Context: an optimization exercise on an open-source flow, tuned for small area and a short achievable clock period. The choices shown serve that exercise and are no tape-out recipe.
Where RTL was checked, it was by simulation tests only, not by an equivalence proof against the original.
The RTL of runs 4 to 6 was laid out without a check of its function.
Power is estimated from default activity; no workload was simulated.

### design/flow/design.v
module link_engine (
    input  wire        clk,
    input  wire        role,           
    input  wire        op_valid,
    input  wire [11:0] op,
    output wire        op_ready,
    output reg         rsp_ok,
    output reg  [7:0]  rsp_data,
    output reg         line_req_out,
    output reg         line_dc_out
);
    localparam integer N = 50;
    localparam [2:0] S_IDLE = 3'd0,    
                     S_RS   = 3'd1,    
                     S_RC   = 3'd2,    
                     S_RCA  = 3'd3,    
                     S_RDY  = 3'd4,    
                     S_DTX  = 3'd5,    
                     S_DCF  = 3'd6,    
                     S_DCA  = 3'd7;    
    assign op_ready = 1'b1;
    reg [2:0]     ls;
    reg [8*N-1:0] txm;                  
    reg [8*N-1:0] rxm;
    reg [4:0]     tx_wh, rx_wh;         
    reg [9:0]     tx_wl, rx_wl;         
    reg [4:0]     tx_rh, rx_rh;         
    reg [9:0]     tx_rl, rx_rl;         
    reg           tx_ne, tx_full, rx_ne, rx_full;
    reg [2:0]     tx_idx, rx_idx;
    reg [7:0]     tx_byte;              
    reg [6:0]     rx_sh;                
    wire [7:0] tx_head, rx_head;
    wire       tx_wr_to_rd, tx_rd_to_wr, rx_wr_to_rd, rx_rd_to_wr;
    genvar s;
    generate
        for (s = 0; s < N; s = s + 1) begin : g_slot
            always @(posedge clk) begin
                if (!tx_full && !(tx_wh[s / 10] | tx_wl[s % 10]))
                    txm[8*s +: 8] <= op[7:0];
                if (!rx_full && !(rx_wh[s / 10] | rx_wl[s % 10]))
                    rxm[8*s +: 8] <= {op[0], rx_sh};
            end
        end
    endgenerate
    le_head_mux tx_mux (.rh(tx_rh), .rl(tx_rl), .m(txm), .head(tx_head));
    le_head_mux rx_mux (.rh(rx_rh), .rl(rx_rl), .m(rxm), .head(rx_head));
    le_ptr_cmp tx_cmp (.wh(tx_wh), .wl(tx_wl), .rh(tx_rh), .rl(tx_rl),
                       .wr_next_is_rd(tx_wr_to_rd), .rd_next_is_wr(tx_rd_to_wr));
    le_ptr_cmp rx_cmp (.wh(rx_wh), .wl(rx_wl), .rh(rx_rh), .rl(rx_rl),
                       .wr_next_is_rd(rx_wr_to_rd), .rd_next_is_wr(rx_rd_to_wr));
    wire tx_pending = (tx_idx != 3'd7) || tx_ne;
    wire is_init  = op_valid && (op[11:8] == 4'b0000);
    wire is_send  = op_valid && (op[11:8] == 4'b0001);
    wire is_recv  = op_valid && (op[11:8] == 4'b0010);
    wire is_avail = op_valid && (op[11:8] == 4'b0011);
    wire ev_rqf   = op_valid && (op[11:8] == 4'b1000);
    wire ev_rqr   = op_valid && (op[11:8] == 4'b1001);
    wire ev_dcf   = op_valid && (op[11:8] == 4'b1010);
    wire ev_dcr   = op_valid && (op[11:8] == 4'b1011);
    wire t1 = ev_dcf && ls == S_RS;
    wire t2 = ev_dcr && ls == S_RCA;
    wire t3 = ev_dcf && ls == S_DTX;
    wire t4 = ev_dcr && ls == S_DCA;
    wire t5 = ev_rqf && ls == S_IDLE;
    wire t6 = ev_rqf && ls == S_RS && role;
    wire t7 = ev_rqr && ls == S_RC;
    wire t8 = ev_rqf && ls == S_RDY;
    wire t9 = ev_rqr && ls == S_DCF;
    wire tx_enq = is_send && !tx_full;
    wire tx_deq = t2 && tx_idx == 3'd7 && tx_ne;
    wire rx_enq = t8 && rx_idx == 3'd6 && !rx_full;
    wire rx_deq = is_recv && rx_ne;
    wire [2:0] tx_idx_inc = tx_idx + 3'd1;
    wire       tx_bit = (tx_idx == 3'd7) ? (tx_ne && tx_byte[0]) : tx_byte[tx_idx_inc];
    always @(posedge clk) begin
        rsp_ok   <= is_init || tx_enq || ((is_recv || is_avail) && rx_ne);
        rsp_data <= rx_deq ? rx_head : 8'h00;
        if (is_init) begin
            ls           <= S_IDLE;
            line_req_out <= 1'b1;
            line_dc_out  <= 1'b1;
        end else if (tx_enq && !tx_ne && ls == S_IDLE) begin
            ls           <= S_RS;
            line_req_out <= 1'b0;
        end else if (t1) begin
            ls           <= S_RCA;
            line_req_out <= 1'b1;
        end else if (t2) begin
            ls           <= S_DTX;
            line_req_out <= 1'b0;
            line_dc_out  <= tx_bit;
        end else if (t3) begin
            ls           <= S_DCA;
            line_req_out <= 1'b1;
            line_dc_out  <= 1'b1;
        end else if (t5 || t6) begin
            ls           <= S_RC;
            line_req_out <= 1'b1;
            line_dc_out  <= 1'b0;
        end else if (t7) begin
            ls           <= S_RDY;
            line_dc_out  <= 1'b1;
        end else if (t8) begin
            ls           <= S_DCF;
            line_dc_out  <= 1'b0;
        end else if (t4 || t9) begin
            line_dc_out  <= 1'b1;
            if (tx_pending) begin
                ls           <= S_RS;
                line_req_out <= 1'b0;
            end else begin
                ls           <= S_IDLE;
            end
        end
        if (is_init) begin
            tx_ne   <= 1'b0;
            tx_full <= 1'b0;
            tx_idx  <= 3'd7;
        end else if (tx_enq) begin
            tx_ne   <= 1'b1;
            tx_full <= tx_wr_to_rd;
        end else if (t2) begin
            if (tx_idx != 3'd7)
                tx_idx <= tx_idx_inc;
            else if (tx_ne) begin
                tx_idx  <= 3'd0;
                tx_full <= 1'b0;
                tx_ne   <= !tx_rd_to_wr;
            end
        end
        if (tx_idx == 3'd7)
            tx_byte <= tx_ne ? tx_head : op[7:0];
        if (is_init) begin
            rx_ne   <= 1'b0;
            rx_full <= 1'b0;
            rx_idx  <= 3'd7;
        end else if (t8) begin
            rx_idx <= rx_idx + 3'd1;
            if (rx_enq) begin
                rx_ne   <= 1'b1;
                rx_full <= rx_wr_to_rd;
            end
        end else if (rx_deq) begin
            rx_full <= 1'b0;
            rx_ne   <= !rx_rd_to_wr;
        end
        if (t8)
            rx_sh <= {op[0], rx_sh[6:1]};
        if (is_init) begin
            tx_wl <= 10'h3FE;  tx_wh <= 5'h1E;
            tx_rl <= 10'h001;  tx_rh <= 5'h01;
            rx_wl <= 10'h3FE;  rx_wh <= 5'h1E;
            rx_rl <= 10'h001;  rx_rh <= 5'h01;
        end else begin
            if (tx_enq) begin
                tx_wl <= {tx_wl[8:0], tx_wl[9]};
                if (!tx_wl[9]) tx_wh <= {tx_wh[3:0], tx_wh[4]};
            end
            if (tx_deq) begin
                tx_rl <= {tx_rl[8:0], tx_rl[9]};
                if (tx_rl[9]) tx_rh <= {tx_rh[3:0], tx_rh[4]};
            end
            if (rx_enq) begin
                rx_wl <= {rx_wl[8:0], rx_wl[9]};
                if (!rx_wl[9]) rx_wh <= {rx_wh[3:0], rx_wh[4]};
            end
            if (rx_deq) begin
                rx_rl <= {rx_rl[8:0], rx_rl[9]};
                if (rx_rl[9]) rx_rh <= {rx_rh[3:0], rx_rh[4]};
            end
        end
    end
endmodule
module le_head_mux (
    input  wire [4:0]   rh,
    input  wire [9:0]   rl,
    input  wire [399:0] m,
    output wire [7:0]   head
);
    wire [49:0]  nsel;               
    wire [199:0] y;                  
    genvar g, b;
    generate
        for (g = 0; g < 50; g = g + 1) begin : g_sel
            assign nsel[g] = ~(rh[g / 10] & rl[g % 10]);
        end
        for (g = 0; g < 25; g = g + 1) begin : g_pair
            for (b = 0; b < 8; b = b + 1) begin : g_bit
                le_oai22 u (.a1(nsel[2*g]),   .a2(m[16*g + b]),
                            .b1(nsel[2*g+1]), .b2(m[16*g + 8 + b]),
                            .y(y[8*g + b]));
            end
        end
        for (b = 0; b < 8; b = b + 1) begin : g_and
            wire [24:0] col;
            for (g = 0; g < 25; g = g + 1) begin : g_c
                assign col[g] = y[8*g + b];
            end
            assign head[b] = ~|col;
        end
    endgenerate
endmodule
module le_ptr_cmp (
    input  wire [4:0] wh,
    input  wire [9:0] wl,
    input  wire [4:0] rh,
    input  wire [9:0] rl,
    output wire       wr_next_is_rd,
    output wire       rd_next_is_wr
);
    wire [9:0] wl_n = {wl[8:0], wl[9]};
    wire [9:0] rl_n = {rl[8:0], rl[9]};
    wire [4:0] wh_n = wl[9] ? wh : {wh[3:0], wh[4]};
    wire [4:0] rh_n = rl[9] ? {rh[3:0], rh[4]} : rh;
    assign wr_next_is_rd = |(~wl_n & rl) & |(~wh_n & rh);
    assign rd_next_is_wr = |(rl_n & ~wl) & |(rh_n & ~wh);
endmodule
module le_oai22 (
    input  wire a1, a2, b1, b2,
    output wire y
);
    assign y = ~((a1 | a2) & (b1 | b2));
endmodule
### design/flow/standard.sh
#!/bin/bash
# synth_recipe.tcl (not shown) runs the flow's synth.tcl, then flattens the netlist and writes it again
# the make line also repeats each setting of config.mk as NAME=value (left out here)
make -C /OpenROAD-flow-scripts/flow DESIGN_CONFIG=/design/flow/config.mk WORK_HOME=/design/flow/orfs CLKGATE_MAP_FILE= SYNTH_SCRIPT=/design/flow/synth_recipe.tcl "${@:-finish}"
### design/flow/constraint.sdc
create_clock -name core_clock -period 5.0 [get_ports {clk}]
set_input_delay 1.0000 -clock core_clock [delete_from_list [all_inputs] [get_ports {clk}]]
set_output_delay 1.0000 -clock core_clock [all_outputs]
set_load 0.01 [all_outputs]
### design/flow/config.mk
export PLATFORM = sky130hd
export DESIGN_NAME = link_engine
export DESIGN_NICKNAME = link_engine
export VERILOG_FILES = /design/flow/design.v
export SDC_FILE = /design/flow/constraint.sdc
export NUM_CORES = 4
export LEC_CHECK = 0
export CAP_MARGIN = 20
export CORE_MARGIN = 2
export CORE_UTILIZATION = 70
export CTS_BUF_LIST = sky130_fd_sc_hd__clkbuf_16
export CTS_CLUSTER_DIAMETER = 80
export CTS_CLUSTER_SIZE = 30
export SETUP_SLACK_MARGIN = 2.8
export SLEW_MARGIN = 20
export SYNTH_HIERARCHICAL = 1
export SYNTH_MINIMUM_KEEP_SIZE = 0
### design/flow/flow/run.sh
#!/bin/bash
# Standard ORFS layout, with the port buffers made from buf_4 cells instead
# of the buffer that buffer_ports picks by default.
set -euo pipefail
bash standard.sh "BUFFER_PORTS_ARGS=-buffer_cell sky130_fd_sc_hd__buf_4" finish > orfs_make.log 2>&1
==> results of run 1 <==
[stage by stage]
step | utilization [%] | hold WS (ns)
final | 76.2 | 0.523
after global routing | 76.2 | 0.552
after CTS | 75.4 | 0.523
after detailed placement | 72.8 | 0.486
after global placement | 72.6 | 0.466
after floorplan | - | 0.451
[cell usage after synthesis, types with 5 or more instances]
| master | instances | area [sq um] |
|---|---|---|
| a21oi_1 | 48 | 240 |
| a221oi_1 | 6 | 52.6 |
| and2_1 | 9 | 56.3 |
| buf_1 | 7 | 26.3 |
| buf_2 | 5 | 25.0 |
| clkbuf_1 | 43 | 161 |
| dfxtp_1 | 84 | 1680 |
| edfxtp_1 | 815 | 24500 |
| inv_1 | 30 | 113 |
| mux2_2 | 8 | 90.1 |
| mux2i_1 | 15 | 150 |
| nand2_1 | 199 | 747 |
| nand2b_1 | 20 | 125 |
| nand3_1 | 48 | 240 |
| nand4_1 | 18 | 113 |
| nor2_1 | 82 | 308 |
| nor3_1 | 97 | 485 |
| nor4_1 | 82 | 513 |
| o21ai_0 | 15 | 75.1 |
| o22ai_1 | 417 | 2610 |
| or2_2 | 7 | 43.8 |
[per-module statistics from Yosys (local to each module, per instance)]
module | times used | flops+latches
le_head_mux | 2 | 0
le_oai22 | 400 | 0
le_ptr_cmp | 2 | 0
link_engine | 1 | 899
[power by group through the flow]
stage | Combinational, mW | Clock [mW] | Sequential [mW]
after floorplan | 0.877 | 0 | 9.80
after global placement | 1.17 | 0 | 10.1
after detailed placement | 1.23 | 0 | 10.1
after CTS | 1.24 | 3.55 | 9.95
after global routing | 1.40 | 3.78 | 10.1
final | 1.28 | 3.53 | 10.0
[worst paths after layout]
| path | cells past startpoint | slack [ns] | end |
|---|---|---|---|
| worst max-delay path | 6 | 2.75 | rsp_data[7] |
| worst min-delay path | 2 | 0.52 | rx_idx[1] |
| worst max register to register | 6 | 2.75 | rsp_data[7] |
| worst min register to register | 2 | 0.52 | rx_idx[1] |
[kinds of logic (layout without fill, tap and decap cells)]
| logic type | after synthesis | in the layout | share of synthesized area, % |
|---|---|---|---|
| other | 1 | 1 | 0.0114 |
| AO/OA/AOI/OAI | 508 | 508 | 9.65 |
| AND/OR/NAND/NOR | 584 | 585 | 8.61 |
| buffers and inverters | 87 | 148 | 1.05 |
| XOR/XNOR | 1 | 1 | 0.0267 |
| adder cells (fa/ha/maj) | 4 | 4 | 0.152 |
| flip-flops | 899 | 899 | 79.6 |
| multiplexers | 25 | 25 | 0.869 |
[flip-flops by register name (all words and copies together), names as in the netlist, 7 cells and up]
signal	cells
rx_sh	7
rsp_data	8
rxm	400
tx_rl	10
txm	400
rx_wl	10
tx_wl	10
tx_byte	8
rx_rl	10
[layout make-up]
type / count / area [sq um]
fill: 2763 / 11100
multi-input combinational: 1124 / 6860
clock buffer: 37 / 926
inverter: 30 / 113
clock inverter: 23 / 119
sequential: 899 / 26200
timing repair buffer: 58 / 435
tap: 607 / 759
[routing by layer]
layer	up-vias	GRT usage, %
li1	8599	-
met1	9851	44.5
met2	1138	54.6
met3	185	4.41
met4	2	11.4
met5	-	0
[repair_timing]
action	CTS	global route
setup buffers	5	3
gates cloned	1	0
endpoints found under the setup margin	149	172
resized for setup	35	53
pin swaps	4	8
hold endpoints to repair	0	0
[cell usage in the layout, fill, tap and decap left out, types with 3 or more instances in the layout]
master and n:
nand3_2 4, nor2_2 7, nand3_1 44, mux2_2 8
o21ai_0 10, inv_1 39, and2_1 9, o21ai_1 5
a221oi_1 6, ha_1 3, buf_2 7, nand2_2 20
clkinv_2 5, o22ai_1 417, or2_2 6, dfxtp_2 20
clkbuf_16 37, nand2b_1 19, edfxtp_1 815, dfxtp_1 64
nand3b_1 3, nand4_1 18, or2b_1 4, buf_4 47
nor4_2 19, inv_6 3, nand2_1 179, nor3_1 52
o311ai_0 3, mux2i_1 15, nor3_2 45, a21oi_1 47
nor2_1 75, nor4_1 62
[worst max-delay path: stages, from the launching register on]
cell and delay, ns:
dfxtp_1 0.55, nand2_1 0.36, o22ai_1 0.18, nor4_1 0.60, nand4_1 0.20, nor2_1 0.14, and2_1 0.15
==> impl_metrics.env, run 1 <==
export IMPL_status="finished clean"
export IMPL_grt_max_degree=63
export IMPL_vdd_drop_max_mv=0.426
export IMPL_min_delay_start="rx_idx[1]"
export IMPL_grt_pass1_vias=18400
export IMPL_setup_worst_path_class="reg2reg"
export IMPL_clkPwrFrac_pct=23.8
export IMPL_syn_cell_area_sq_um=32800
export IMPL_p_int_mw=11.1
export IMPL_insertion_delay_ns=0.60
export IMPL_arrival_ns=2.78
export IMPL_combPwrFrac_pct=8.7
export IMPL_grt_pass1_wl_mm=116
export IMPL_diodes=0
export IMPL_fin_skew_ns=0.0269
export IMPL_clk_pin_slew_ns=0.11
export IMPL_htree_levels=2
export IMPL_relSlewSlack_pct=25.6
export IMPL_dp_hpwl_mm=49.8
export IMPL_seq_area_frac_synth_pct=79.6
export IMPL_slew_violations=0
export IMPL_grt_antenna_before_repair=1
export IMPL_placed_cells=2706
export IMPL_cts_buffers=37
export IMPL_grt_overflow_total=0
export IMPL_vias=19800
export IMPL_cts_buffer_depth=3
export IMPL_synth_flop_cell="edfxtp_1"
export IMPL_cp_max_fo=15
export IMPL_critPathLaunchType="flop"
export IMPL_gr_usage_all_layers_pct=32.5
export IMPL_syn_avg_cell_area_sq_um=15.6
export IMPL_root_buffer="clkbuf_16"
export IMPL_period_minus_slack_ns=2.25
export IMPL_postRouteAntennaNets=0
export IMPL_tightestPinTransition_ns=1.11
export IMPL_layoutNonFillerInstCount=2778
export IMPL_netlist_instances=2109
export IMPL_maxCapViolCount=0
export IMPL_p_switching_mw=3.70
export IMPL_port_buffers=25
export IMPL_drtIter0Drc=2488
export IMPL_cts_sinks=899
export IMPL_rows=79
export IMPL_finalSetupViolCount=0
export IMPL_synth_nets=2128
export IMPL_synth_async_sr_flop_share_pct=0
export IMPL_p_seq_share_pct=67.5
export IMPL_drc=0
export IMPL_initial_utilization_pct=70.7
export IMPL_crit_start="rx_rh[0]"
export IMPL_r2r_start="rx_rh[0]"
export IMPL_core_area_sq_um=46500
export IMPL_design_die_area_sq_um=48700
export IMPL_globalplace_congestion=0.872
export IMPL_areaGrowthSynthToFinish_pct=7.76
export IMPL_drt_first_pass_iters=6
export IMPL_hp_class="reg2reg"
export IMPL_power_density_nw_per_um2=419
export IMPL_critPathRequiredTime_ns=5.54
export IMPL_max_freq_mhz=445
export IMPL_fin_tns_setup_ns=0
export IMPL_synth_enable_flop_cells=815
export IMPL_cts_tree="done"
export IMPL_placed_cell_area_sq_um=33800
export IMPL_period_share_pct=44.9
export IMPL_final_area_sq_um=35400
export IMPL_wire_per_inst_um=28.2
export IMPL_critPathCaptureType="flop"
export IMPL_ios=27
export IMPL_ctsHoldBuffers=0
export IMPL_synth_cell_types=55
export IMPL_dr_max_layer_used="met5"
export IMPL_dr_wl_met2_mm=39.0
export IMPL_drt_wl_total_mm=78.3
export IMPL_synth_warnings=7
export IMPL_viasPerCell=7.12
export IMPL_dr_wl_met3_mm=6.76
export IMPL_setup_slack_ns=2.75
export IMPL_place_ws_ns=1.74
export IMPL_die_h_um=221
export IMPL_die_w_um=221
export IMPL_ys_ff_latch=899
export IMPL_finalHoldViolCount=0
export IMPL_p_leak_nw=11.0
export IMPL_nets=2169
export IMPL_power_mw=14.8
export IMPL_drt_met1_wl_mm=29.4
export IMPL_final_layout_size_suffix_gt1_share_pct=11.8
export IMPL_switching_share_pct=25.0
export IMPL_rsz0062_at_grt="true"
==> run 2: changes to the inputs <==
--- a/design/flow/config.mk
+++ b/design/flow/config.mk
@@ -17 +17,2 @@
 export SYNTH_MINIMUM_KEEP_SIZE = 0
+export TNS_END_PERCENT = 10
==> run 2 against run 1 <==
  * Highest routed layer is now met4
  * Cell area shrank 0.54%
  * Utilization is 0.41 points lower
  * Via count decreased by 0.50%
  * Clock skew shrank 0.0041 ns
  * Sequential share of layout area grew 0.37 points
  * Global-route usage is 0.13 points higher
  * Combinational power is essentially flat
  * Sequential power barely moved
==> impl_metrics.env, run 2 <==
export IMPL_cts_buffer_depth=3
export IMPL_synth_nets=2128
export IMPL_max_stage_delay_ns=0.61
export IMPL_postRouteAntennaNets=0
export IMPL_synth_async_sr_flop_share_pct=0
export IMPL_synth_enable_flop_cells=815
export IMPL_switching_share_pct=24.7
export IMPL_synth_flop_cell="edfxtp_1"
export IMPL_tightestPinTransition_ns=1.10
export IMPL_cts_buffers=36
export IMPL_final_layout_size_suffix_gt1_share_pct=9.19
export IMPL_vdd_drop_max_mv=0.449
export IMPL_htree_levels=2
export IMPL_arrival_ns=2.97
export IMPL_cts_tree="done"
export IMPL_netlist_instances=2109
export IMPL_rsz0062_at_grt="true"
export IMPL_grt_pass1_vias=18200
export IMPL_post_synth_top_count_cell="edfxtp_1"
export IMPL_period_minus_slack_ns=2.42
export IMPL_p_seq_share_pct=67.5
export IMPL_slew_violations=0
export IMPL_crit_slowest_cell="nor4_1"
export IMPL_areaGrowthSynthToFinish_pct=7.18
export IMPL_period_share_pct=48.5
export IMPL_critPathCaptureType="flop"
export IMPL_diodes=0
export IMPL_clk_pin_slew_ns=0.12
export IMPL_syn_avg_cell_area_sq_um=15.6
export IMPL_p_switching_mw=3.66
export IMPL_setup_worst_path_class="reg2reg"
export IMPL_ios=27
export IMPL_cts_sinks=899
export IMPL_rows=79
export IMPL_grt_antenna_before_repair=0
export IMPL_drtIter0Drc=2381
export IMPL_wire_per_inst_um=28.4
export IMPL_grt_max_degree=64
export IMPL_layout_common_cells="815 x edfxtp_1, 415 x o22ai_1, 197 x nand2_1, 82 x nor2_1, 74 x nor4_1"
export IMPL_globalplace_congestion=0.927
export IMPL_viasPerCell=7.10
export IMPL_gr_usage_all_layers_pct=32.6
export IMPL_syn_cell_area_sq_um=32800
export IMPL_cp_cell_sequence="nand2_1, o22ai_1, nor4_1, nand3_1, nor2_1, and2_1"
export IMPL_grt_pass1_wl_mm=115
export IMPL_hp_class="reg2reg"
export IMPL_final_common_cell="edfxtp_1"
export IMPL_layoutNonFillerInstCount=2772
export IMPL_insertion_delay_ns=0.60
export IMPL_clkPwrFrac_pct=24.0
export IMPL_synth_warnings=7
export IMPL_synth_area_leaders="edfxtp_1 75%, o22ai_1 7.9%, dfxtp_1 5.1%"
export IMPL_ys_ff_latch=899
export IMPL_grt_overflow_total=0
export IMPL_port_buffers=25
export IMPL_top_regs="rxm: 400 flops, txm: 400 flops"
export IMPL_status="finished clean"
export IMPL_die_h_um=221
export IMPL_relSlewSlack_pct=25.9
export IMPL_fin_skew_ns=0.0228
export IMPL_root_buffer="clkbuf_16"
export IMPL_finalHoldViolCount=0
export IMPL_hold_depth=2
export IMPL_drc=0
export IMPL_placed_cells=2700
export IMPL_core_area_sq_um=46500
export IMPL_drt_first_pass_iters=6
export IMPL_finalSetupViolCount=0
export IMPL_die_w_um=221
export IMPL_drt_wl_total_mm=78.8
export IMPL_synth_cell_types=55
export IMPL_max_freq_mhz=413
export IMPL_power_density_nw_per_um2=421
export IMPL_vias=19700
export IMPL_nets=2158
export IMPL_fin_tns_setup_ns=0
export IMPL_design_die_area_sq_um=48700
export IMPL_reg2reg_depth=6
export IMPL_critPathRequiredTime_ns=5.55
export IMPL_p_int_mw=11.2
export IMPL_initial_utilization_pct=70.7
export IMPL_cp_max_fo=8
export IMPL_maxCapViolCount=0
export IMPL_critPathLaunchType="flop"
export IMPL_seq_area_frac_synth_pct=79.6
export IMPL_dp_hpwl_mm=50.7
export IMPL_synth_top_area_share_pct=74.5
export IMPL_synth_common_cells="815 x edfxtp_1, 417 x o22ai_1, 199 x nand2_1"
export IMPL_p_leak_nw=11.0
export IMPL_combPwrFrac_pct=8.4
export IMPL_synth_area_leader_cell="edfxtp_1"
[run 2: changes by cell type in the layout (fill, tap and decap cells not counted), sizes merged]
cell / delta
nor3: +1
clkbuf: +1
inv: +7
bufinv: +1
clkinvlp: -1
buf: -11
clkinv: -4
[run 2: final timing paths]
kind,startpoint,endpoint,slack [ns]
max,rx_rl[3],rsp_data[3],2.58
min,tx_idx[1],tx_idx[1],0.52
max reg2reg,rx_rl[3],rsp_data[3],2.58
min reg2reg,tx_idx[1],tx_idx[1],0.52
[run 2: logic make-up (layout without fill, tap and decap cells)]
group,count (synthesis),in the layout,synth area share (%)
adder cells (fa/ha/maj),4,4,0.152
other,1,1,0.0114
flip-flops,899,899,79.6
multiplexers,25,25,0.869
AND/OR/NAND/NOR,584,586,8.61
AO/OA/AOI/OAI,508,508,9.65
buffers and inverters,87,141,1.05
XOR/XNOR,1,1,0.0267
[run 2: layout make-up]
| class | instances | area (sq um) |
|---|---|---|
| clock buffers | 38 | 951 |
| clock inverters | 26 | 128 |
| fillers | 2690 | 11300 |
| inverters | 30 | 113 |
| multi-input cells | 1125 | 6740 |
| flip-flops and latches | 899 | 26200 |
| well taps | 607 | 759 |
| repair buffers | 47 | 343 |
[run 2: Yosys stat by module, one instance, submodules excluded]
module | copies in the design | cells inside | flip-flops and latches | cell area (sq um)
le_oai22 | 400 | 1 | 0 | 6.26
link_engine | 1 | 1347 | 899 | 28500
le_head_mux | 2 | 135 | 0 | 647
le_ptr_cmp | 2 | 46 | 0 | 282
[run 2: per-stage QoR]
| stage | hold slack (ns) | worst slack [ns] | utilization, % | power (mW) | cell area [sq um] |
|---|---|---|---|---|---|
| 2_1_floorplan | 0.452 | 2.40 | - | 10.7 | 32900 |
| 3_3_place_gp | 0.466 | 1.64 | 72.5 | 11.2 | 33700 |
| 3_5_place_dp | 0.476 | 1.56 | 72.6 | 11.3 | 33700 |
| 4_1_cts | 0.523 | 2.70 | 75.3 | 14.7 | 35000 |
| 5_1_grt | 0.549 | 2.58 | 75.8 | 15.3 | 35200 |
| 6_report | 0.520 | 2.58 | 75.8 | 14.8 | 35200 |
[run 2: power by group through the flow]
stage / clock network, mW / logic (mW) / registers, mW
after floorplan: 0 / 0.868 / 9.80
after detailed placement: 0 / 1.20 / 10.1
final: 3.56 / 1.25 / 10.0
after global placement: 0 / 1.16 / 10.1
after CTS: 3.57 / 1.22 / 9.96
after global routing: 3.83 / 1.36 / 10.1
[run 2: critical path, delay by kind of cell, from the launching register on]
kind	cells	cell delay, ns
AOI/OAI and AO/OA	1	0.15
and+or+nand+nor	5	1.67
DFF	1	0.53
[run 2: per-layer routing]
layer  routed length [um]  GRT usage [%]  vias up
met3                 6930           4.08      163
met4                 3190           12.9        0
met2                38600           53.4     1140
li1                     -              -     8566
met5                    0              0        -
met1                30000           45.7     9808
[run 2: timing repair]
item	4_1_cts	5_1_grt
resized for setup	31	3
gates cloned	2	0
pin swaps	4	0
hold buffers	0	0
endpoints found under the setup margin	241	141
buffers inserted	2	0
==> run 3: changes to the inputs <==
--- a/design/flow/config.mk
+++ b/design/flow/config.mk
@@ -13,3 +13,3 @@
 export CTS_CLUSTER_SIZE = 30
-export SETUP_SLACK_MARGIN = 2.8
+export SETUP_SLACK_MARGIN = 3.1
 export SLEW_MARGIN = 20
@@ -17,2 +17 @@
 export SYNTH_MINIMUM_KEEP_SIZE = 0
-export TNS_END_PERCENT = 10
==> run 3 against run 2 <==
  * Still clean on timing, DRC and antenna
  * Register-to-register slack better by 0.36 ns
  * Via count is 5.2% higher
  * Clock power is 4% higher
  * Clock skew is 0.0038 ns lower
  * Sequential power hardly changed
  * Utilization is 5.9 points higher
  * Critical path depth is 1 higher
  * Setup slack better by 0.24 ns
  * Combinational power is 18% higher
  * Clock-buffer cell count stayed put
  * Routed wire length is 6.7% higher
  * Largest power group unchanged
==> impl_metrics.env, run 3 <==
export IMPL_synth_warnings=7
export IMPL_critPathCaptureType="flop"
export IMPL_fin_skew_ns=0.0191
export IMPL_p_leak_nw=12.1
export IMPL_synth_flop_cell="edfxtp_1"
export IMPL_synth_cell_types=55
export IMPL_areaGrowthSynthToFinish_pct=15.5
export IMPL_p_switching_mw=3.90
export IMPL_fin_util_pct=81.7
export IMPL_syn_cell_area_sq_um=32800
export IMPL_arrival_ns=2.71
export IMPL_final_common_cell="edfxtp_1"
export IMPL_period_share_pct=43.6
export IMPL_cts_sinks=899
export IMPL_fill_cells=2320
export IMPL_wire_per_inst_um=29.7
export IMPL_synth_nets=2128
export IMPL_reg2reg_setup_slack_ns=2.94
export IMPL_synth_enable_flop_cells=815
export IMPL_maxCapViolCount=0
export IMPL_insertion_delay_ns=0.60
export IMPL_dp_hpwl_mm=49.5
export IMPL_drtIter0Drc=2785
export IMPL_grt_pass1_wl_mm=118
export IMPL_viasPerCell=7.32
export IMPL_ctsHoldBuffers=0
export IMPL_design_die_area_sq_um=48700
export IMPL_postRouteAntennaNets=0
export IMPL_relSlewSlack_pct=34.0
export IMPL_vias=20700
export IMPL_hp_class="reg2reg"
export IMPL_critPathRequiredTime_ns=5.53
export IMPL_power_density_nw_per_um2=403
export IMPL_layout_common_cells="815 x edfxtp_1, 390 x o22ai_1, 96 x nand2_2, 72 x nor3_2, 72 x nand2_1"
export IMPL_clk_pin_slew_ns=0.11
export IMPL_post_synth_top_count_cell="edfxtp_1"
export IMPL_switching_share_pct=25.5
export IMPL_root_buffer="clkbuf_16"
export IMPL_crit_slowest_cell="or4b_4"
export IMPL_synth_area_leader_cell="edfxtp_1"
export IMPL_p_seq_share_pct=66.0
export IMPL_slew_violations=0
export IMPL_grt_antenna_before_repair=0
export IMPL_critPathLaunchType="input pin"
export IMPL_seq_area_frac_synth_pct=79.6
export IMPL_final_layout_size_suffix_gt1_share_pct=27.9
export IMPL_cts_buffers=37
export IMPL_die_h_um=221
export IMPL_clkPwrFrac_pct=24.3
export IMPL_synth_area_leaders="edfxtp_1 75%, o22ai_1 7.9%, dfxtp_1 5.1%"
export IMPL_max_stage_delay_ns=0.63
export IMPL_drt_first_pass_iters=5
export IMPL_cp_max_fo=5
export IMPL_syn_avg_cell_area_sq_um=15.6
export IMPL_finalSetupViolCount=0
export IMPL_drt_wl_total_mm=84.0
export IMPL_port_buffers=25
export IMPL_top_regs="rxm: 400 flops, txm: 400 flops"
export IMPL_fin_tns_setup_ns=0
export IMPL_nets=2224
export IMPL_finalHoldViolCount=0
export IMPL_synth_async_sr_flop_share_pct=0
export IMPL_setup_worst_path_class="in2reg"
export IMPL_cts_buffer_depth=3
export IMPL_grt_max_degree=70
export IMPL_cts_tree="done"
export IMPL_status="finished clean"
export IMPL_synth_top_area_share_pct=74.5
export IMPL_drc=0
export IMPL_p_int_mw=11.4
export IMPL_netlist_instances=2109
export IMPL_max_freq_mhz=458
export IMPL_cp_cell_sequence="buf_6, or3b_4, or4b_4, buf_12, nor2_4, nand2_1, nand3_1"
export IMPL_rsz0062_at_grt="true"
export IMPL_synth_common_cells="815 x edfxtp_1, 417 x o22ai_1, 199 x nand2_1"
export IMPL_ios=27
export IMPL_combPwrFrac_pct=9.7
export IMPL_tightestPinTransition_ns=0.988
export IMPL_whs_ns=0.467
export IMPL_period_minus_slack_ns=2.18
export IMPL_core_area_sq_um=46500
export IMPL_globalplace_congestion=0.901
export IMPL_htree_levels=2
export IMPL_grt_overflow_total=0
export IMPL_initial_utilization_pct=70.7
export IMPL_grt_pass1_vias=18900
export IMPL_vdd_drop_max_mv=0.361
export IMPL_ys_ff_latch=899
export IMPL_rows=79
export IMPL_gr_usage_all_layers_pct=33.2
export IMPL_die_w_um=221
## run 3: critical path, delay by kind of cell
family,cells,cell delay (ns)
buffers and inverters,2,0.27
and+or+nand+nor,5,1.43
## run 3: path summary, 6_finish.rpt
path / from / to / depth (start not counted)
max: op[10] / tx_wh[2] / 7
min reg2reg: rx_sh[3] / rx_sh[2] / 0
max reg2reg: rx_wh[1] / rx_full / 6
min: rx_sh[3] / rx_sh[2] / 0
## run 3: per-layer routing
layer | global-route usage [%] | vias to the layer above | routed length, um
met5 | 0 | - | 0
met4 | 13.8 | 0 | 4850
met3 | 4.59 | 297 | 7620
met2 | 55.1 | 1360 | 41300
met1 | 45.1 | 10300 | 30200
li1 | - | 8705 | -
## run 3: power by group through the flow
stage | registers (mW) | logic, mW | clock network [mW]
2_1_floorplan | 9.80 | 0.877 | 0
3_3_place_gp | 10.1 | 1.16 | 0
3_5_place_dp | 10.1 | 1.21 | 0
4_1_cts | 9.99 | 1.32 | 3.71
5_1_grt | 10.1 | 1.59 | 3.95
6_report | 10.1 | 1.48 | 3.72
## run 3: timing repair
action / in CTS / in global routing
pin swaps: 45 / 82
setup buffers: 33 / 31
setup endpoints to repair: 805 / 481
gates resized for setup: 318 / 268
cloned: 3 / 5
## run 3: cells by family (layout without fill, tap and decap cells)
logic type,after synthesis,after routing,share of synthesized area (%)
flip-flops,899,899,79.6
AND/OR/NAND/NOR,584,587,8.61
AO/OA/AOI/OAI,508,508,9.65
buffers and inverters,87,195,1.05
multiplexers,25,25,0.869
adder cells (fa/ha/maj),4,4,0.152
other,1,2,0.0114
XOR/XNOR,1,1,0.0267
## run 3: per-module statistics from Yosys (local to each module, per instance)
| module | cells | cell area, sq um | times used |
|---|---|---|---|
| le_ptr_cmp | 46 | 282 | 2 |
| le_oai22 | 1 | 6.26 | 400 |
| le_head_mux | 135 | 647 | 2 |
| link_engine | 1347 | 28500 | 1 |
## run 3: area by class of cell
cell class / count / area (sq um) / area share, %
timing repair buffer: 110 / 1110 / 2.93
clock buffer: 38 / 951 / 2.51
timing repair inverter: 1 / 8.76 / 0.0231
clock inverter: 16 / 171 / 0.452
tap: 607 / 759 / 2.00
multi-input combinational: 1126 / 8550 / 22.5
antenna: 1 / 2.50 / 0.00660
sequential: 899 / 26300 / 69.2
inverter: 30 / 120 / 0.317
## run 3: through the flow
step | worst slack (ns) | instances | total power [mW] | cell area [sq um]
final | 2.82 | 2828 | 15.3 | 37900
after global routing | 2.82 | 2827 | 15.7 | 37900
after CTS | 2.89 | 2790 | 15.0 | 36400
after detailed placement | 1.74 | 2700 | 11.3 | 33800
after global placement | 1.77 | 2699 | 11.2 | 33700
after floorplan | 2.40 | 2109 | 10.7 | 33000
==> run 4: changes to the inputs <==
--- a/design/flow/design.v
+++ b/design/flow/design.v
@@ -34,2 +34,4 @@
     wire       tx_wr_to_rd, tx_rd_to_wr, rx_wr_to_rd, rx_rd_to_wr;
+    wire [4:0] tx_whf = tx_wh | {5{tx_full}};
+    wire [4:0] rx_whf = rx_wh | {5{rx_full}};
     genvar s;
@@ -38,5 +40,5 @@
             always @(posedge clk) begin
-                if (!tx_full && !(tx_wh[s / 10] | tx_wl[s % 10]))
+                if (!(tx_whf[s / 10] | tx_wl[s % 10]))
                     txm[8*s +: 8] <= op[7:0];
-                if (!rx_full && !(rx_wh[s / 10] | rx_wl[s % 10]))
+                if (!(rx_whf[s / 10] | rx_wl[s % 10]))
                     rxm[8*s +: 8] <= {op[0], rx_sh};
--- a/design/flow/config.mk
+++ b/design/flow/config.mk
@@ -13,3 +13,3 @@
 export CTS_CLUSTER_SIZE = 30
-export SETUP_SLACK_MARGIN = 3.1
+export SETUP_SLACK_MARGIN = 2.8
 export SLEW_MARGIN = 20
==> run 4 against run 3 <==
  * Non-clock buffer count down 73
  * Cell area fell by 7.6%
  * Via count shrank 5.4%
  * Power down 4.9%
  * Sequential power down 4%
  * Critical endpoint is now tx_byte[6]
==> impl_metrics.env, run 4 <==
export IMPL_dp_hpwl_mm=50.9
export IMPL_port_buffers=25
export IMPL_finalSetupViolCount=0
export IMPL_fin_util_pct=75.5
export IMPL_die_h_um=221
export IMPL_synth_common_cells="815 x edfxtp_1, 416 x o22ai_1, 167 x nand2_1"
export IMPL_post_synth_top_count_cell="edfxtp_1"
export IMPL_finalHoldViolCount=0
export IMPL_rows=79
export IMPL_diodes=0
export IMPL_synth_nets=2119
export IMPL_synth_enable_flop_cells=815
export IMPL_relSlewSlack_pct=35.7
export IMPL_multiInputGateArea_sq_um=6540
export IMPL_grt_pass1_vias=18300
export IMPL_status="finished clean"
export IMPL_syn_avg_cell_area_sq_um=15.6
export IMPL_drt_first_pass_iters=6
export IMPL_synth_flop_cell="edfxtp_1"
export IMPL_hp_class="reg2reg"
export IMPL_die_w_um=221
export IMPL_drc=0
export IMPL_grt_pass1_wl_mm=115
export IMPL_root_buffer="clkbuf_16"
export IMPL_grt_overflow_total=0
export IMPL_cts_buffer_depth=3
export IMPL_cts_tree="done"
export IMPL_netlist_instances=2100
export IMPL_synth_warnings=7
export IMPL_clk_pin_slew_ns=0.12
export IMPL_tightestPinTransition_ns=0.965
export IMPL_register_area_sq_um=26200
export IMPL_rsz0062_at_grt="false"
export IMPL_arrival_ns=2.72
export IMPL_slew_violations=0
export IMPL_max_freq_mhz=447
export IMPL_cts_sinks=899
export IMPL_fin_skew_ns=0.0227
export IMPL_drt_wl_total_mm=78.7
export IMPL_period_share_pct=44.7
export IMPL_postRouteAntennaNets=0
export IMPL_critPathLaunchType="flop"
export IMPL_layout_common_cells="815 x edfxtp_1, 416 x o22ai_1, 156 x nor2_1, 142 x nand2_1, 65 x dfxtp_1"
export IMPL_p_leak_nw=10.9
export IMPL_seq_area_frac_synth_pct=79.6
export IMPL_initial_utilization_pct=70.7
export IMPL_power_density_nw_per_um2=415
export IMPL_drtIter0Drc=2806
export IMPL_htree_levels=2
export IMPL_vdd_drop_max_mv=0.541
export IMPL_cts_buffers=37
export IMPL_synth_cell_types=57
export IMPL_synth_top_area_share_pct=74.5
export IMPL_synth_async_sr_flop_share_pct=0
export IMPL_period_minus_slack_ns=2.24
export IMPL_globalplace_congestion=0.899
export IMPL_synth_area_leaders="edfxtp_1 74%, o22ai_1 7.9%, dfxtp_1 5.1%"
export IMPL_critPathRequiredTime_ns=5.49
export IMPL_placed_cell_area_sq_um=33600
export IMPL_ys_ff_latch=899
export IMPL_nets=2146
export IMPL_hold_depth=0
export IMPL_areaGrowthSynthToFinish_pct=6.72
export IMPL_gr_usage_all_layers_pct=32.7
export IMPL_setup_worst_path_class="reg2reg"
export IMPL_top_regs="rxm: 400 flops, txm: 400 flops"
export IMPL_final_area_sq_um=35100
export IMPL_maxCapViolCount=0
export IMPL_power_mw=14.5
export IMPL_insertion_delay_ns=0.61
export IMPL_grt_antenna_before_repair=0
export IMPL_syn_cell_area_sq_um=32900
export IMPL_ios=27
export IMPL_fin_tns_setup_ns=0
export IMPL_ctsHoldBuffers=0
export IMPL_final_layout_size_suffix_gt1_share_pct=8.70
export IMPL_whs_ns=0.471
export IMPL_design_die_area_sq_um=48700
export IMPL_wire_per_inst_um=28.5
export IMPL_synth_area_leader_cell="edfxtp_1"
export IMPL_critPathCaptureType="flop"
export IMPL_vias=19600
export IMPL_viasPerCell=7.10
export IMPL_fill_cells=2830
export IMPL_cp_max_fo=8
export IMPL_core_area_sq_um=46500
export IMPL_reg2reg_depth=6
export IMPL_grt_max_degree=72
export IMPL_final_common_cell="edfxtp_1"
-- run 4: cell types whose count changed in the layout (fill, tap and decap cells not counted), sizes merged, moves of 6 or more --
cell / previous run / this run
a21oi: 48 / 29
nor3: 99 / 28
nand2: 199 / 167
nand3: 50 / 64
o21ai: 15 / 23
buf: 109 / 37
and3: 1 / 10
nor2: 83 / 156
or2: 7 / 13
and2: 9 / 2
-- run 4: routing by layer --
metal  global-route usage (%)  share of wire (%)
met1                     45.2                 38
met2                     54.3                 49
met3                     3.96                8.6
met4                     12.5                4.4
met5                        0                  0
-- run 4: logic make-up after synthesis --
family | share of synthesized area [%]
adders and majority gates | 0.152
DFF | 79.6
and+or+nand+nor | 8.41
muxes | 0.952
buffers and inverters | 1.17
other | 0.0114
xor gates and xnor gates | 0.107
AOI/OAI and AO/OA | 9.60
-- run 4: through the flow --
stage,std cells,setup WS [ns]
floorplan,2100,2.77
global placement,2692,1.98
detailed placement,2692,1.91
CTS,2756,2.80
global route,2757,2.80
finish,2757,2.76
-- run 4: repair_timing --
action / CTS / global route
pin swaps: 1 / 1
cloned: 1 / 1
buffers inserted: 1 / 0
gates resized for setup: 33 / 41
endpoints found under the setup margin: 70 / 56
-- run 4: report_power, final --
group	internal (mW)	switching (mW)	total, mW
registers	9.17	0.505	9.67
clock network	1.58	2.16	3.74
logic	0.294	0.833	1.13
total	11.0	3.49	14.5
-- run 4: final timing paths --
path / from / end / slack, ns
worst min-delay path: rx_sh[5] / rx_sh[4] / 0.47
worst max-delay path: tx_rl[5] / tx_byte[6] / 2.76
worst max register to register: tx_rl[5] / tx_byte[6] / 2.76
worst min register to register: rx_sh[5] / rx_sh[4] / 0.47
-- run 4: worst max-delay path: stages, from the launching register on --
cell and delay [ns]:
dfxtp_1 0.49, nand2_1 0.32, o22ai_1 0.11, nor4_1 0.54
nand4_1 0.32, nor2_1 0.16, mux2_2 0.16
-- run 4: area by class of cell --
cell class	count	share of cell area, %
multi-input combinational	1117	18.6
inverter	34	0.375
clock buffer	39	2.78
sequential	899	74.7
timing repair buffer	37	0.792
clock inverter	23	0.542
timing repair inverter	1	0.0214
tap	607	2.17
-- run 4: modules after synthesis, one instance, submodules excluded --
| module | flops+latches | cell area (sq um) | cells inside | times used |
|---|---|---|---|---|
| le_head_mux | 0 | 647 | 135 | 2 |
| le_ptr_cmp | 0 | 282 | 46 | 2 |
| link_engine | 899 | 28500 | 1338 | 1 |
| le_oai22 | 0 | 6.26 | 1 | 400 |
==> run 5: changes to the inputs <==
--- a/design/flow/config.mk
+++ b/design/flow/config.mk
@@ -9,3 +9,3 @@
 export CORE_MARGIN = 2
-export CORE_UTILIZATION = 70
+export CORE_UTILIZATION = 80
 export CTS_BUF_LIST = sky130_fd_sc_hd__clkbuf_16
==> run 5 against run 4 <==
  * Clock skew is 0.0041 ns lower
  * Register-to-register slack worse by 0.11 ns
  * Utilization is 10 points higher
  * Via count is 3.5% higher
==> impl_metrics.env, run 5 <==
export IMPL_status="finished clean"
export IMPL_core_area_sq_um=40600
export IMPL_min_delay_start="rx_sh[5]"
export IMPL_syn_cell_area_sq_um=32900
export IMPL_rsz0062_at_grt="true"
export IMPL_fin_tns_setup_ns=0
export IMPL_synth_flop_cell="edfxtp_1"
export IMPL_synth_area_leaders="edfxtp_1 74%, o22ai_1 7.9%, dfxtp_1 5.1%"
export IMPL_postRouteAntennaNets=0
export IMPL_insertion_delay_ns=0.59
export IMPL_drtIter0Drc=3257
export IMPL_combPwrFrac_pct=7.9
export IMPL_cp_cell_sequence="nand2_1, o22ai_1, nor4_2, nand4_1, nor2_1, mux2_2"
export IMPL_cp_depth=6
export IMPL_crit_slowest_cell="dfxtp_2"
export IMPL_globalplace_congestion=0.929
export IMPL_htree_levels=2
export IMPL_critPathCaptureType="flop"
export IMPL_reg2reg_depth=6
export IMPL_syn_avg_cell_area_sq_um=15.6
export IMPL_final_common_cell="edfxtp_1"
export IMPL_fin_skew_ns=0.0186
export IMPL_synth_common_cells="815 x edfxtp_1, 416 x o22ai_1, 167 x nand2_1"
export IMPL_dr_wl_met2_mm=39.1
export IMPL_fin_util_pct=85.9
export IMPL_finalSetupViolCount=0
export IMPL_fill_cells=1735
export IMPL_crit_family="simple AND/OR/NAND/NOR gates"
export IMPL_cts_tree="done"
export IMPL_max_freq_mhz=427
export IMPL_p_int_mw=10.9
export IMPL_synth_cell_types=57
export IMPL_synth_warnings=7
export IMPL_grt_pass1_vias=19400
export IMPL_vdd_drop_max_mv=0.414
export IMPL_arrival_ns=2.68
export IMPL_grt_antenna_before_repair=0
export IMPL_root_buffer="clkbuf_16"
export IMPL_switching_share_pct=24.2
export IMPL_areaGrowthSynthToFinish_pct=6.21
export IMPL_critPathLaunchType="flop"
export IMPL_clk_pin_slew_ns=0.11
export IMPL_ctsHoldBuffers=0
export IMPL_p_seq_share_pct=67.7
export IMPL_drt_wl_total_mm=80.2
export IMPL_synth_async_sr_flop_share_pct=0
export IMPL_viasPerCell=7.56
export IMPL_placed_cells=2617
export IMPL_synth_area_leader_cell="edfxtp_1"
export IMPL_slew_violations=0
export IMPL_layout_common_cells="815 x edfxtp_1, 413 x o22ai_1, 156 x nor2_1, 144 x nand2_1, 64 x dfxtp_1"
export IMPL_hp_class="reg2reg"
export IMPL_period_minus_slack_ns=2.34
export IMPL_drt_first_pass_iters=8
export IMPL_wire_per_inst_um=29.9
export IMPL_max_stage_delay_ns=0.62
export IMPL_finalHoldViolCount=0
export IMPL_p_leak_nw=10.9
export IMPL_grt_max_degree=68
export IMPL_final_area_sq_um=34900
export IMPL_rows=74
export IMPL_dr_max_layer_used="met4"
export IMPL_critPathBufInv=0
export IMPL_dp_hpwl_mm=50.3
export IMPL_worstSetupEndpoint="tx_byte[5]"
export IMPL_period_share_pct=46.8
export IMPL_r2r_start="tx_rh[1]"
export IMPL_die_w_um=207
export IMPL_synth_enable_flop_cells=815
export IMPL_ios=27
export IMPL_setup_worst_path_class="reg2reg"
export IMPL_cts_sinks=899
export IMPL_die_h_um=207
export IMPL_tightestPinTransition_ns=0.930
export IMPL_seq_area_frac_synth_pct=79.6
export IMPL_vias=20300
export IMPL_diodes=0
export IMPL_clkPwrFrac_pct=24.4
export IMPL_critPathRequiredTime_ns=5.34
export IMPL_gr_usage_all_layers_pct=38.3
export IMPL_p_switching_mw=3.47
export IMPL_grt_overflow_total=0
export IMPL_ys_ff_latch=899
export IMPL_relSlewSlack_pct=38.0
export IMPL_power_density_nw_per_um2=411
export IMPL_final_layout_size_suffix_gt1_share_pct=8.51
export IMPL_cts_buffers=36
export IMPL_synth_nets=2119
export IMPL_crit_start="tx_rh[1]"
export IMPL_port_buffers=25
export IMPL_dr_wl_met3_mm=9.35
export IMPL_cts_buffer_depth=3
export IMPL_r2r_end="tx_byte[5]"
export IMPL_initial_utilization_pct=80.8
export IMPL_layoutNonFillerInstCount=2682
export IMPL_maxCapViolCount=0
export IMPL_nets=2143
export IMPL_synth_top_area_share_pct=74.5
export IMPL_post_synth_top_count_cell="edfxtp_1"
export IMPL_design_die_area_sq_um=42700
export IMPL_placed_cell_area_sq_um=33500
export IMPL_drc=0
export IMPL_netlist_instances=2100
export IMPL_grt_pass1_wl_mm=118
export IMPL_cp_max_fo=15
export IMPL_top_regs="rxm: 400 flops, txm: 400 flops"
export IMPL_drt_met1_wl_mm=26.7
export IMPL_power_mw=14.3
export IMPL_reg2reg_setup_slack_ns=2.66
## run 5: cell counts after synthesis
Identical to the previous run, type by type.
## run 5: how the worst min path moves through the flow
stage	slack, ns	end	cells past startpoint
global route	0.47	rx_sh[4]	0
detailed placement	0.44	rx_sh[2]	0
CTS	0.46	rx_sh[4]	0
global placement	0.43	rx_sh[3]	0
finish	0.46	rx_sh[4]	0
floorplan	0.46	rx_idx[2]	2
## run 5: logic make-up after synthesis
kind of cell    count (synthesis)  synth area share [%]
compound gates                501                  9.60
xor+xnor                        4                 0.107
fa+ha+maj                       4                 0.152
buf+inv                        85                  1.17
flops                         899                  79.6
mux                            29                 0.952
other cells                     1                0.0114
simple gates                  577                  8.41
## run 5: modules after synthesis, one instance, submodules excluded
module / area (sq um) / cells / times used
le_head_mux: 647 / 135 / 2
link_engine: 28500 / 1338 / 1
le_oai22: 6.26 / 1 / 400
le_ptr_cmp: 282 / 46 / 2
## run 5: final cells by class
cell class	count	area (sq um)	area share (%)
well taps	532	666	1.91
repair buffers	36	270	0.774
multi-input cells	1116	6570	18.8
clock inverters	26	120	0.344
repair inverters	1	5.00	0.0143
inverters	34	131	0.376
clock buffers	38	951	2.72
flip-flops and latches	899	26200	75.0
## run 5: worst reg2reg max path: stages, from the launching register on
cell	delay [ns]
dfxtp_2	0.62
nand2_1	0.32
o22ai_1	0.41
nor4_2	0.13
nand4_1	0.24
nor2_1	0.10
mux2_2	0.28
## run 5: metal layers
metal,up-vias,global-route usage [%]
met3,347,5.84
met4,0,20.7
met2,1647,62.9
met1,9788,50.5
li1,8497,-
met5,-,0
## run 5: power groups by stage
stage | clock, mW | combinational (mW) | sequential [mW]
2_1_floorplan | 0 | 0.782 | 9.55
3_3_place_gp | 0 | 1.04 | 9.77
3_5_place_dp | 0 | 1.09 | 9.82
4_1_cts | 3.47 | 1.11 | 9.66
5_1_grt | 3.71 | 1.22 | 9.75
6_report | 3.50 | 1.13 | 9.71
## run 5: timing repair
action	CTS	global route
endpoints found under the setup margin	53	52
buffers inserted	0	0
gates cloned	1	0
resized for setup	40	40
## run 5: stage by stage
step	setup WS [ns]	hold slack (ns)
6_report	2.66	0.460
3_5_place_dp	2.11	0.438
4_1_cts	2.77	0.458
5_1_grt	2.74	0.467
3_3_place_gp	2.11	0.435
2_1_floorplan	2.77	0.460
==> run 6: changes to the inputs <==
--- a/design/flow/design.v
+++ b/design/flow/design.v
@@ -24,6 +24,4 @@
     reg [8*N-1:0] rxm;
-    reg [4:0]     tx_wh, rx_wh;         
-    reg [9:0]     tx_wl, rx_wl;         
-    reg [4:0]     tx_rh, rx_rh;         
-    reg [9:0]     tx_rl, rx_rl;         
+    reg [4:0]     tx_wh, tx_rh, rx_wh, rx_rh;    
+    reg [9:0]     tx_wl, tx_rl, rx_wl, rx_rl;    
     reg           tx_ne, tx_full, rx_ne, rx_full;
@@ -34,4 +32,2 @@
     wire       tx_wr_to_rd, tx_rd_to_wr, rx_wr_to_rd, rx_rd_to_wr;
-    wire [4:0] tx_whf = tx_wh | {5{tx_full}};
-    wire [4:0] rx_whf = rx_wh | {5{rx_full}};
     genvar s;
@@ -40,5 +36,5 @@
             always @(posedge clk) begin
-                if (!(tx_whf[s / 10] | tx_wl[s % 10]))
+                if (!tx_full && !(tx_wh[s / 10] | tx_wl[s % 10]))
                     txm[8*s +: 8] <= op[7:0];
-                if (!(rx_whf[s / 10] | rx_wl[s % 10]))
+                if (!rx_full && !(rx_wh[s / 10] | rx_wl[s % 10]))
                     rxm[8*s +: 8] <= {op[0], rx_sh};
@@ -153,5 +149,5 @@
             tx_wl <= 10'h3FE;  tx_wh <= 5'h1E;
-            tx_rl <= 10'h001;  tx_rh <= 5'h01;
+            tx_rl <= 10'h3FE;  tx_rh <= 5'h1E;
             rx_wl <= 10'h3FE;  rx_wh <= 5'h1E;
-            rx_rl <= 10'h001;  rx_rh <= 5'h01;
+            rx_rl <= 10'h3FE;  rx_rh <= 5'h1E;
         end else begin
@@ -163,3 +159,3 @@
                 tx_rl <= {tx_rl[8:0], tx_rl[9]};
-                if (tx_rl[9]) tx_rh <= {tx_rh[3:0], tx_rh[4]};
+                if (!tx_rl[9]) tx_rh <= {tx_rh[3:0], tx_rh[4]};
             end
@@ -171,3 +167,3 @@
                 rx_rl <= {rx_rl[8:0], rx_rl[9]};
-                if (rx_rl[9]) rx_rh <= {rx_rh[3:0], rx_rh[4]};
+                if (!rx_rl[9]) rx_rh <= {rx_rh[3:0], rx_rh[4]};
             end
@@ -182,4 +178,4 @@
 );
-    wire [49:0]  nsel;               
-    wire [199:0] y;                  
+    wire [49:0]  rsel;
+    wire [135:0] y;                  
     genvar g, b;
@@ -187,17 +183,23 @@
         for (g = 0; g < 50; g = g + 1) begin : g_sel
-            assign nsel[g] = ~(rh[g / 10] & rl[g % 10]);
-        end
-        for (g = 0; g < 25; g = g + 1) begin : g_pair
+            assign rsel[g] = ~(rh[g / 10] | rl[g % 10]);
+        end
+        for (g = 0; g < 16; g = g + 1) begin : g_grp
             for (b = 0; b < 8; b = b + 1) begin : g_bit
-                le_oai22 u (.a1(nsel[2*g]),   .a2(m[16*g + b]),
-                            .b1(nsel[2*g+1]), .b2(m[16*g + 8 + b]),
-                            .y(y[8*g + b]));
-            end
-        end
-        for (b = 0; b < 8; b = b + 1) begin : g_and
-            wire [24:0] col;
-            for (g = 0; g < 25; g = g + 1) begin : g_c
+                le_aoi222 u (.a1(rsel[3*g]),   .b1(m[24*g + b]),
+                             .a2(rsel[3*g+1]), .b2(m[24*g + 8 + b]),
+                             .a3(rsel[3*g+2]), .b3(m[24*g + 16 + b]),
+                             .y(y[8*g + b]));
+            end
+        end
+        for (b = 0; b < 8; b = b + 1) begin : g_tail
+            le_aoi22 u (.a1(rsel[48]), .b1(m[384 + b]),
+                        .a2(rsel[49]), .b2(m[392 + b]),
+                        .y(y[128 + b]));
+        end
+        for (b = 0; b < 8; b = b + 1) begin : g_or
+            wire [16:0] col;
+            for (g = 0; g < 17; g = g + 1) begin : g_c
                 assign col[g] = y[8*g + b];
             end
-            assign head[b] = ~|col;
+            assign head[b] = ~&col;
         end
@@ -216,11 +218,17 @@
     wire [4:0] wh_n = wl[9] ? wh : {wh[3:0], wh[4]};
-    wire [4:0] rh_n = rl[9] ? {rh[3:0], rh[4]} : rh;
-    assign wr_next_is_rd = |(~wl_n & rl) & |(~wh_n & rh);
-    assign rd_next_is_wr = |(rl_n & ~wl) & |(rh_n & ~wh);
-endmodule
-module le_oai22 (
-    input  wire a1, a2, b1, b2,
+    wire [4:0] rh_n = rl[9] ? rh : {rh[3:0], rh[4]};
+    assign wr_next_is_rd = |(~wl_n & ~rl) & |(~wh_n & ~rh);
+    assign rd_next_is_wr = |(~rl_n & ~wl) & |(~rh_n & ~wh);
+endmodule
+module le_aoi222 (
+    input  wire a1, b1, a2, b2, a3, b3,
     output wire y
 );
-    assign y = ~((a1 | a2) & (b1 | b2));
-endmodule
+    assign y = ~((a1 & b1) | (a2 & b2) | (a3 & b3));
+endmodule
+module le_aoi22 (
+    input  wire a1, b1, a2, b2,
+    output wire y
+);
+    assign y = ~((a1 & b1) | (a2 & b2));
+endmodule
--- a/design/flow/config.mk
+++ b/design/flow/config.mk
@@ -9,3 +9,3 @@
 export CORE_MARGIN = 2
-export CORE_UTILIZATION = 80
+export CORE_UTILIZATION = 70
 export CTS_BUF_LIST = sky130_fd_sc_hd__clkbuf_16
@@ -13,3 +13,3 @@
 export CTS_CLUSTER_SIZE = 30
-export SETUP_SLACK_MARGIN = 2.8
+export SETUP_SLACK_MARGIN = 3.0
 export SLEW_MARGIN = 20
==> run 6 against run 5 <==
  * Still clean on timing, DRC and antenna
  * Flip-flop and latch count is the same
  * Non-clock buffer count grew 114
  * Register-to-register slack got worse by 0.20 ns
  * Sequential power grew 6%
  * Synthesized area decreased by 0.75%
  * Critical path depth rose by 1
  * Die area rose by 13%
  * Clock power rose by 3%
  * Synthesized cell count is 11% lower
  * Clock-buffer cell count down 1
  * Critical endpoint is now tx_byte[2]
==> impl_metrics.env, run 6 <==
export IMPL_synth_warnings=7
export IMPL_rsz0062_at_grt="true"
export IMPL_ios=27
export IMPL_syn_avg_cell_area_sq_um=17.5
export IMPL_drt_wl_total_mm=84.6
export IMPL_cts_tree="done"
export IMPL_seq_area_frac_synth_pct=80.2
export IMPL_cts_buffers=37
export IMPL_critPathLaunchType="flop"
export IMPL_synth_common_cells="815 x edfxtp_1, 256 x a222oi_1, 153 x nor2_1"
export IMPL_initial_utilization_pct=70.5
export IMPL_layout_common_cells="815 x edfxtp_1, 256 x a222oi_1, 103 x buf_4, 90 x nand2_1, 65 x nand4_1"
export IMPL_period_share_pct=50.8
export IMPL_critPathRequiredTime_ns=5.36
export IMPL_relSlewSlack_pct=39.3
export IMPL_synth_cell_types=55
export IMPL_tightestPinTransition_ns=0.907
export IMPL_grt_pass1_wl_mm=122
export IMPL_netlist_instances=1865
export IMPL_synth_area_leaders="edfxtp_1 75%, a222oi_1 7.9%, dfxtp_1 5.2%"
export IMPL_period_minus_slack_ns=2.54
export IMPL_final_common_cell="edfxtp_1"
export IMPL_r2r_start="tx_rl[1]"
export IMPL_place_ws_ns=1.66
export IMPL_r2r_end="tx_byte[2]"
export IMPL_reg2reg_setup_slack_ns=2.46
export IMPL_synth_area_leader_cell="edfxtp_1"
export IMPL_grt_overflow_total=0
export IMPL_setup_worst_path_class="reg2reg"
export IMPL_arrival_ns=2.90
export IMPL_design_die_area_sq_um=48300
export IMPL_cts_sinks=899
export IMPL_grt_pass1_vias=18900
export IMPL_postRouteAntennaNets=0
export IMPL_finalSetupViolCount=0
export IMPL_insertion_delay_ns=0.60
export IMPL_synth_enable_flop_cells=815
export IMPL_syn_cell_area_sq_um=32600
export IMPL_fin_tns_setup_ns=0
export IMPL_clk_pin_slew_ns=0.11
export IMPL_vdd_drop_max_mv=0.428
export IMPL_power_density_nw_per_um2=459
export IMPL_grt_antenna_before_repair=1
export IMPL_status="finished clean"
export IMPL_areaGrowthSynthToFinish_pct=12.9
export IMPL_top_regs="rxm: 400 flops, txm: 400 flops"
export IMPL_wire_per_inst_um=32.1
export IMPL_maxCapViolCount=0
export IMPL_hold_depth=0
export IMPL_gr_usage_all_layers_pct=35.1
export IMPL_port_buffers=25
export IMPL_hold_end="rx_sh[3]"
export IMPL_hp_class="reg2reg"
export IMPL_htree_levels=2
export IMPL_ys_ff_latch=899
export IMPL_die_h_um=220
export IMPL_min_delay_start="rx_sh[4]"
export IMPL_reg2reg_depth=7
export IMPL_fin_skew_ns=0.0237
export IMPL_dp_hpwl_mm=50.4
export IMPL_post_synth_top_count_cell="edfxtp_1"
export IMPL_synth_async_sr_flop_share_pct=0
export IMPL_final_area_sq_um=36800
export IMPL_placed_cell_area_sq_um=33700
export IMPL_synth_top_area_share_pct=75.0
export IMPL_synth_flop_cell="edfxtp_1"
export IMPL_whs_ns=0.466
export IMPL_viasPerCell=7.66
export IMPL_globalplace_congestion=1.00
export IMPL_slew_violations=0
export IMPL_finalHoldViolCount=0
export IMPL_critPathCaptureType="flop"
export IMPL_root_buffer="clkbuf_16"
export IMPL_diodes=0
export IMPL_p_leak_nw=11.6
export IMPL_drc=0
export IMPL_drtIter0Drc=3838
export IMPL_setup_slack_ns=2.46
export IMPL_die_w_um=220
export IMPL_cts_buffer_depth=3
export IMPL_vias=20200
export IMPL_drt_first_pass_iters=8
export IMPL_final_layout_size_suffix_gt1_share_pct=24.2
export IMPL_rows=79
export IMPL_cp_max_fo=9
export IMPL_core_area_sq_um=46300
export IMPL_grt_max_degree=103
export IMPL_nets=2026
export IMPL_max_freq_mhz=394
export IMPL_synth_nets=1884
## run 6: cell types whose count changed after synthesis, moves of 32 or more
cell	before	now
a222oi_1	0	256
nand4_1	18	65
nor4_1	83	16
o22ai_1	416	32
nand3_1	64	32
nand2_1	167	102
nor3_1	23	84
## run 6: repair_timing
action / 4_1_cts / 5_1_grt
hold endpoints to repair: 0 / 0
buffers inserted: 73 / 11
endpoints found under the setup margin: 483 / 287
gates cloned: 8 / 4
resized for setup: 247 / 84
pin swaps: 125 / 84
hold buffers: 0 / 0
## run 6: where the power goes
group	internal, mW	switching, mW
Clock	1.44	2.17
Sequential	9.42	0.913
Combinational	1.01	1.94
## run 6: final cells by class
type	count	area, sq um
flip-flops and latches	899	26300
fillers	2408	9450
multi-input cells	914	7250
repair buffers	150	1400
clock buffers	37	926
well taps	607	759
clock inverters	25	160
inverters	4	18.8
repair inverters	1	7.51
## run 6: how the worst max path moves through the flow
stage,startpoint,endpoint
5_1_grt,tx_rh[0],tx_byte[2]
4_1_cts,tx_rh[0],tx_byte[0]
3_3_place_gp,op[11],tx_idx[2]
3_5_place_dp,op[11],tx_idx[2]
6_report,tx_rl[1],tx_byte[2]
2_1_floorplan,op[11],tx_wl[9]
## run 6: logic make-up after synthesis
group                    Yosys count  share of synthesized area, %
buffers and inverters             60                         0.871
multiplexers                      31                          1.06
AND/OR/NAND/NOR                  497                          7.29
XOR/XNOR                           2                        0.0537
flip-flops                       899                          80.2
adder cells (fa/ha/maj)            4                         0.153
AO/OA/AOI/OAI                    371                          10.4
other                              1                        0.0115
## run 6: metrics by stage
stage                     instances  utilization [%]  power [mW]
final                          2637             79.6        16.9
after global placement         2476             72.7        12.7
after CTS                      2620             78.4        16.6
after global routing           2637             79.6        17.3
after floorplan                1865                -        11.5
after detailed placement       2477             72.8        12.8
## run 6: Yosys stat by module, one instance, submodules excluded
module / cells / flops+latches / cell area (sq um) / copies in the design
le_aoi22: 1 / 0 / 12.5 / 16
le_aoi222: 1 / 0 / 10.0 / 256
le_head_mux: 103 / 0 / 493 / 2
le_ptr_cmp: 31 / 0 / 186 / 2
link_engine: 1325 / 899 / 28500 / 1
## run 6: worst max-delay path, stage by stage (launching register included)
cell and delay (ns):
dfxtp_4 0.47, nor2_2 0.14, a222oi_1 0.59, nand4_1 0.18, nor4_2 0.33, buf_4 0.18
nand4_1 0.11, mux2_4 0.29
## run 6: metal layers
| layer | up-vias | GRT usage (%) | wire (um) |
|---|---|---|---|
| li1 | 8301 | - | - |
| met1 | 10000 | 47.5 | 29200 |
| met2 | 1609 | 56.9 | 41200 |
| met3 | 282 | 4.89 | 9240 |
| met4 | 2 | 17.4 | 5000 |
| met5 | - | 0.313 | 8 |

re-timing with driven ports:
The results above use ideal ports. As a check the final layouts listed here were re-extracted and re-timed, cells and wires unchanged.
Step 1: set_driving_cell puts a clkbuf_16 on clk and a buf_2 on each other input, an assumption about the parent block.
Step 2 times the ports against the registers' clock, not the clock port: input delays grow and output delays shrink by t, the midpoint of the rising clock arrivals with the driver on.
Three values: no drivers, after step 1, after step 2; two values: the first two.
run	t, ns	slack for setup (ns)	worst setup path after step 2	latest minus earliest clock arrival (ns)	worst slew at a driven data input, ns
run 1	0.645	2.755 / 2.755 / 2.200	input to register	0.029 / 0.029	0.11
run 2	0.655	2.576 / 2.576 / 2.144	input to register	0.023 / 0.023	0.04
run 3	0.651	2.818 / 2.835 / 2.185	input to register	0.027 / 0.027	0.13
run 4	0.664	2.765 / 2.765 / 2.188	input to register	0.026 / 0.026	0.04
run 5	0.637	2.659 / 2.659 / 2.282	input to register	0.024 / 0.024	0.04
run 6	0.652	2.459 / 2.459 / 2.314	input to register	0.024 / 0.024	0.14
After both steps every run listed still meets setup and hold. For run 3, which loses most, drivers alone change the setup slack by +0.017 ns; drivers and shift together by -0.633 ns.
